Background: an optimization exercise with open tools, aiming at small area, a short achievable clock period and few clock cycles. Do not read the settings as production practice.

==> run a: inputs <==
Design scu, start of the top module:
module scu (
  input             clk,
  input             rst,         
  input             bus_valid,
  input             bus_write,
  input      [9:0]  bus_addr,    
  input      [31:0] bus_wdata,
  output            bus_ready,
  output reg [31:0] bus_rdata
);
Settings: LEC_CHECK=0, ABC_CLOCK_PERIOD_IN_PS=5000, CAP_MARGIN=20, CORE_MARGIN=2, CORE_UTILIZATION=40, SETUP_SLACK_MARGIN=4.5, SLEW_MARGIN=20; clock period 10.0 ns.
run.sh (not shown) runs the stock make flow with config.mk's settings and CLKGATE_MAP_FILE= SYNTH_SCRIPT=/design/flow/synth_recipe.tcl, a recipe that flattens the netlist after the stock synthesis.
==> run b (differences from run a) <==
--- a/flow/design.v
+++ b/flow/design.v
@@ -350,18 +350,18 @@
   always @(*) begin
     c_fields_ok = 1'b1;
     if (c_fmt_n && (c_off != 7'd0 || c_wid != 6'd0 || c_k != 3'd0)) c_fields_ok = 1'b0;
     if (c_fmt_f && (c_k != 3'd0 || c_wid > 6'd32))                   c_fields_ok = 1'b0;
     if (c_fmt_k && (c_off != 7'd0 || c_wid != 6'd0))                 c_fields_ok = 1'b0;
     if (c_op == OP_CVER  && (c_k == 3'd0 || c_k > 3'd4))             c_fields_ok = 1'b0;
     if (c_op == OP_VKIND && c_k > 3'd3)                              c_fields_ok = 1'b0;
   end
-  wire [6:0] f_limit = {2'b00, len} * 7'd6;
-  wire [8:0] f_sum   = {2'b00, c_off} + {3'b000, c_wid} + {2'b00, ~f_limit};
+  reg  [6:0] f_nlim;      
+  wire [8:0] f_sum   = {2'b00, c_off} + {3'b000, c_wid} + {2'b00, f_nlim};
   wire       f_range_bad = |f_sum[8:7];
   wire [159:0] e0 = {40'd0, stream};
   wire [94:0]  e6 = c_off[6] ? e0[64 +: 95] : e0[0 +: 95];
   wire [62:0]  e5 = c_off[5] ? e6[32 +: 63] : e6[0 +: 63];
   wire [46:0]  e4 = c_off[4] ? e5[16 +: 47] : e5[0 +: 47];
   wire [38:0]  e3 = c_off[3] ? e4[8 +: 39]  : e4[0 +: 39];
   wire [34:0]  e2 = c_off[2] ? e3[4 +: 35]  : e3[0 +: 35];
   wire [32:0]  e1 = c_off[1] ? e2[2 +: 33]  : e2[0 +: 33];
@@ -380,17 +380,16 @@
   wire [32:0]  m0 = c_off[0] ? {wmask, 1'b0} : {1'b0, wmask};
   wire [34:0]  m1 = c_off[1] ? {m0, 2'b0}  : {2'b0, m0};
   wire [38:0]  m2 = c_off[2] ? {m1, 4'b0}  : {4'b0, m1};
   wire [46:0]  m3 = c_off[3] ? {m2, 8'b0}  : {8'b0, m2};
   wire [62:0]  m4 = c_off[4] ? {m3, 16'b0} : {16'b0, m3};
   wire [94:0]  m5 = c_off[5] ? {m4, 32'b0} : {32'b0, m4};
   wire [158:0] m6 = c_off[6] ? {m5, 64'b0} : {64'b0, m5};
   wire [119:0] ins_m = m6[119:0];
-  wire [119:0] ins_stream = (stream & ~ins_m) | (i6[119:0] & ins_m);
   reg  [5:0] last_sym;
   integer li;
   always @(*) begin
     last_sym = 6'd0;
     for (li = 0; li < 20; li = li + 1) last_sym = last_sym | (sym[li] & {6{ll[li]}});
   end
   wire [3:0] cver_mask = (c_k == 3'd1) ? 4'b0001 :
                          (c_k == 3'd2) ? 4'b0011 :
@@ -474,16 +473,31 @@
   end
   wire rev_hit = rev_hit0 & rev_hi_ok;
   wire rev_space = (rev_in == 21'h20);
   wire a_cmd   = acc_wr & (bus_addr == 10'd0);
   wire c_legal = c_assigned & ~c_rsv;
   wire c_run   = a_cmd & c_legal & c_fields_ok &
                  ((err == 3'd0) | (c_op == OP_NOP) | (c_op == OP_CLRERR));
   wire c_illegal = a_cmd & (~c_legal | ~c_fields_ok);
+  wire err0   = (err == 3'd0);
+  wire c_base = a_cmd & ~c_rsv & err0;
+  wire c_nz   = (c_off == 7'd0) & (c_wid == 6'd0);
+  wire c_n    = c_nz & (c_k == 3'd0);
+  wire c_f    = (c_k == 3'd0) & ~(c_wid[5] & (c_wid[4:0] != 5'd0));
+  wire r_clrsym = c_base & (c_op == OP_CLRSYM) & c_n;
+  wire r_ext    = c_base & (c_op == OP_EXT) & c_f;
+  wire r_ins    = c_base & (c_op == OP_INS) & c_f;
+  wire r_xciph  = c_base & (c_op == OP_XCIPH) & c_n;
+  wire r_csum   = c_base & (c_op == OP_CSUM) & c_n;
+  wire r_cstore = c_base & (c_op == OP_CSTORE) & c_n;
+  wire r_lutf   = c_base & (c_op == OP_LUTF) & c_n;
+  wire r_lutr   = c_base & (c_op == OP_LUTR) & c_n;
+  wire r_fmt    = c_base & (c_op == OP_FMT) & c_n;
+  wire r_parse  = c_base & (c_op == OP_PARSE) & c_n;
   wire q_step = (lq_w | lq_p) & (lq_j == pp[4:0]) & ~pp[5];
   reg  [5:0] pp1, pcnt1;
   reg        pbad1;
   always @(*) begin
     pp1 = pp; pcnt1 = pcnt; pbad1 = pbad;
     if (q_step) begin
       pbad1 = 1'b0;
       if (lq_space) pp1 = pp + 6'd1;
@@ -495,18 +509,18 @@
   wire p_invsym = pbad & (pp < tlen);
   wire p_ready  = ~q_busy & (p_invsym | (pp == tlen));
   wire p_ok     = ~p_invsym & (pcnt == {1'b0, len});
   wire [4:0] tlen_fmt = len + ((len > 5'd15) ? 5'd3 : (len > 5'd10) ? 5'd2 :
                                (len > 5'd5) ? 5'd1 : 5'd0);
   wire w_txt    = acc_wr & a_txt;
   wire [4:0] w_txt_i = bus_addr[4:0];
   wire w_region = acc_wr & (bus_addr == 10'd3);
-  wire c_fmt    = c_run & (c_op == OP_FMT);
-  wire c_parse  = c_run & (c_op == OP_PARSE);
+  wire c_fmt    = r_fmt;
+  wire c_parse  = r_parse;
   wire p_restart = w_region | c_fmt | fbusy | (w_txt & ({1'b0, w_txt_i} < pp1)) |
                    (c_parse & ~q_busy & (pp > tlen)) | (ppend & ~q_busy & (pp > tlen));
   reg  [2:0]  err_nx;
   always @(*) begin
     err_nx = err;
     if (c_illegal) begin
       if (err == 3'd0) err_nx = E_ILLEGAL[2:0];
     end else if (c_run) begin
@@ -517,17 +531,17 @@
         OP_VKIND:  if (kind_d != c_k[1:0]) err_nx = E_KIND[2:0];
         OP_LUTF:   if (val > 32'd63) err_nx = E_INVSYM[2:0];
         OP_PARSE:  if (p_ready & p_invsym) err_nx = E_INVSYM[2:0];
                    else if (p_ready & ~p_ok) err_nx = E_MALLEN[2:0];
         default: ;
       endcase
     end
   end
-  wire ext_ok = c_run & (c_op == OP_EXT) & ~f_range_bad;
+  wire ext_ok = r_ext & ~f_range_bad;
   wire c_slow = (c_op == OP_LUTR) | (c_op == OP_LUTF) | ((c_op == OP_PARSE) & ~p_ready);
   wire f_space = (fidx != 5'd0 && fgrp == 3'd5);
   wire [20:0] fmt_char = f_space ? 21'h20 : fwd_out;
   wire [9:0]  f_addr   = {5'b00100, fpos};
   wire [20:0] txt_wd = (fbusy ? fmt_char : bus_wdata[20:0]) & {21{~rst}};
   wire [4:0]  txt_wa = fbusy ? fpos : bus_addr[4:0];
   wire        txt_we = fbusy | (acc_wr & a_txt);
   integer j;
@@ -582,17 +596,17 @@
       rd_we = 1'b1;
       rd_n  = {11'd0, fmt_char};
     end
   end
   wire [9:0] rn_n    = next_of(ra_n, tlen_n);
   wire       ppend_n = ppend ? ~p_ready : (c_parse & ~p_ready);
   wire [5:0] pp_n    = p_restart ? 6'd0 : pp1;
   wire [9:0] msel_n  = ppend_n ? {5'b00100, pp_n[4:0]} : (rv_n ? rn_n : ra_n);
-  wire       lbusy_n = c_run & (c_op == OP_LUTR);
+  wire       lbusy_n = r_lutr;
   wire       busy_n  = ppend_n | lbusy_n | lbusy;
   wire       fdone   = fbusy & ~f_space & (fidx == last_idx);
   wire       fbusy_n = c_fmt | (fbusy & ~fdone);
   wire [4:0] fpos_n  = c_fmt ? 5'd0 : fbusy ? fpos + 5'd1 : fpos;
   wire       ra_pend_n = fbusy_n & (ra_n[9:5] == 5'b00100) & (ra_n[4:0] >= fpos_n);
   always @(posedge clk) begin
     if (rd_we) rd <= rd_n;
     csum_q   <= csum_all;
@@ -602,16 +616,17 @@
     lq_sym   <= rev_out;
   end
   integer i;
   always @(posedge clk) begin
     if (rst) begin
       for (i = 0; i < 20; i = i + 1) sym[i] <= 6'd0;
       len    <= 5'd20;
       lt     <= 20'hFFFFF;
+      f_nlim <= ~7'd120;
       region <= 1'b0;
       val    <= 32'd0;
       sum    <= 8'd0;
       err    <= 3'd0;
       tlen   <= 6'd0;
       ra     <= 10'd1;
       rn     <= 10'd1;
       msel   <= 10'd1;
@@ -633,64 +648,57 @@
       ps1    <= 1'b0;
       spend  <= 1'b0;
     end else begin
       if (acc_wr) begin
         if (bus_addr == 10'd2) begin
           if (bus_wdata >= 32'd1 && bus_wdata <= 32'd20) begin
             len <= bus_wdata[4:0];
             for (i = 0; i < 20; i = i + 1) lt[i] <= (i < bus_wdata[4:0]);
+            f_nlim <= ~({2'b00, bus_wdata[4:0]} * 7'd6);
           end
           else if (err == 3'd0) err <= E_BADPARAM[2:0];
         end else if (bus_addr == 10'd3) begin
           region <= bus_wdata[0];
         end else if (bus_addr == 10'd4) begin
           val <= bus_wdata;
         end else if (bus_addr == 10'd6) begin
           if (bus_wdata <= 32'd32) tlen <= bus_wdata[5:0];
           else if (err == 3'd0) err <= E_BADPARAM[2:0];
         end else if (a_sym) begin
           if (bus_wdata <= 32'd63) sym[bus_addr[4:0]] <= bus_wdata[5:0];
           else if (err == 3'd0) err <= E_INVSYM[2:0];
         end
       end
       if (a_cmd) err <= err_nx;
-      if (c_run) begin
-        case (c_op)
-          OP_CLRSYM: for (i = 0; i < 20; i = i + 1) sym[i] <= 6'd0;
-          OP_EXT:    if (!f_range_bad) val <= ext_value;
-          OP_INS: begin
-            if (!f_range_bad)
-              for (i = 0; i < 120; i = i + 1)
-                sym[i / 6][5 - (i % 6)] <= ins_stream[i];
-          end
-          OP_XCIPH: begin
-            for (i = 0; i < 20; i = i + 1)
-              if (lt[i]) sym[i] <= xsym[i];
-          end
-          OP_CSUM:   spend <= 1'b1;
-          OP_CSTORE: for (i = 0; i < 20; i = i + 1) if (ll[i]) sym[i][3:0] <= sum_eff[3:0];
-          OP_LUTF:   if (val <= 32'd63) val <= {11'd0, fwd_out};
-          OP_LUTR:   lbusy <= 1'b1;
-          OP_FMT: begin
-            tlen  <= {1'b0, tlen_fmt};
-            fbusy <= 1'b1;
-            fidx  <= 5'd0;
-            fgrp  <= 3'd0;
-            fpos  <= 5'd0;
-          end
-          OP_PARSE: begin
-            if (p_ready) begin
-              if (p_ok) for (i = 0; i < 20; i = i + 1) if (lt[i]) sym[i] <= pbuf[i];
-            end else begin
-              ppend <= 1'b1;
-            end
-          end
-          default: ;
-        endcase
+      if (r_clrsym) for (i = 0; i < 20; i = i + 1) sym[i] <= 6'd0;
+      if (r_ext & ~f_range_bad) val <= ext_value;
+      if (r_ins & ~f_range_bad)
+        for (i = 0; i < 120; i = i + 1)
+          if (ins_m[i]) sym[i / 6][5 - (i % 6)] <= i6[i];
+      if (r_xciph)
+        for (i = 0; i < 20; i = i + 1)
+          if (lt[i]) sym[i] <= xsym[i];
+      if (r_csum) spend <= 1'b1;
+      if (r_cstore) for (i = 0; i < 20; i = i + 1) if (ll[i]) sym[i][3:0] <= sum_eff[3:0];
+      if (r_lutf & (val <= 32'd63)) val <= {11'd0, fwd_out};
+      if (r_lutr) lbusy <= 1'b1;
+      if (r_fmt) begin
+        tlen  <= {1'b0, tlen_fmt};
+        fbusy <= 1'b1;
+        fidx  <= 5'd0;
+        fgrp  <= 3'd0;
+        fpos  <= 5'd0;
+      end
+      if (r_parse) begin
+        if (p_ready) begin
+          if (p_ok) for (i = 0; i < 20; i = i + 1) if (lt[i]) sym[i] <= pbuf[i];
+        end else begin
+          ppend <= 1'b1;
+        end
       end
       lbusy2 <= lbusy;
       if (lbusy) lbusy <= 1'b0;
       if (lbusy2) begin
         if (!lq_hit) err <= E_INVSYM[2:0];
         else val <= {26'd0, lq_sym};
       end
       if (ppend && p_ready) begin
- CORE_UTILIZATION: 40 -> 55
- SETUP_SLACK_MARGIN: 4.5 -> 5
==> out/qor.yml <==
synth-simple-area-share_pct: 15.8
ys_seq_area_share_pct: 44.3
error: "[ERROR GRT-0232] Routing congestion too high. Check the congestion heatmap in the GUI."
stop_stage: "global routing"
mappedNetlistArea_um2: 76500
met3_usage_pct: 56.2
status: "stopped before the end"
[end of results for run b]
==> out/qor.yml <==
synth_xor_xnor_area_share_pct: 2.16
cts_tree: "yes"
synth-simple-area-share_pct: 14.4
power_w: 0.0144
status: "no timing/DRC/antenna violations"
ys_seq_area_share_pct: 44.0
met3_usage_pct: 21.1
mappedNetlistArea_um2: 76700
[end of results for run a]
No run of this note included a check of the RTL's function; only the layout flow was run.

-- re-timing with driven ports --
The flow's constraints put no driver on any port. The routed layout listed below was extracted and timed again, unchanged, in two steps. Step 1 (the two cells are an assumption about what drives the block):
set clk [get_ports {clk}]
set_driving_cell -lib_cell sky130_fd_sc_hd__clkbuf_16 $clk
set_driving_cell -lib_cell sky130_fd_sc_hd__buf_2 [delete_from_list [all_inputs] $clk]
Step 2 moves the port delays by t, midway between the first and last clock arrival at a register: inputs arrive t later, outputs are due t later. That takes back most of the time a late clock gives input paths. a / b / c = ideal ports / drivers / drivers and shift; a / b = the first two.
run: run a
t (ns): 0.913
slack for setup (ns): 4.322 / 4.396 / 3.483
worst register clock-pin slew, ns: 0.08 / 0.08
worst slew at a driven data input, ns: 0.13
After both steps run a still meets setup and hold. The setup slack of run a moves by +0.074 ns with the drivers and by -0.839 ns with both steps.
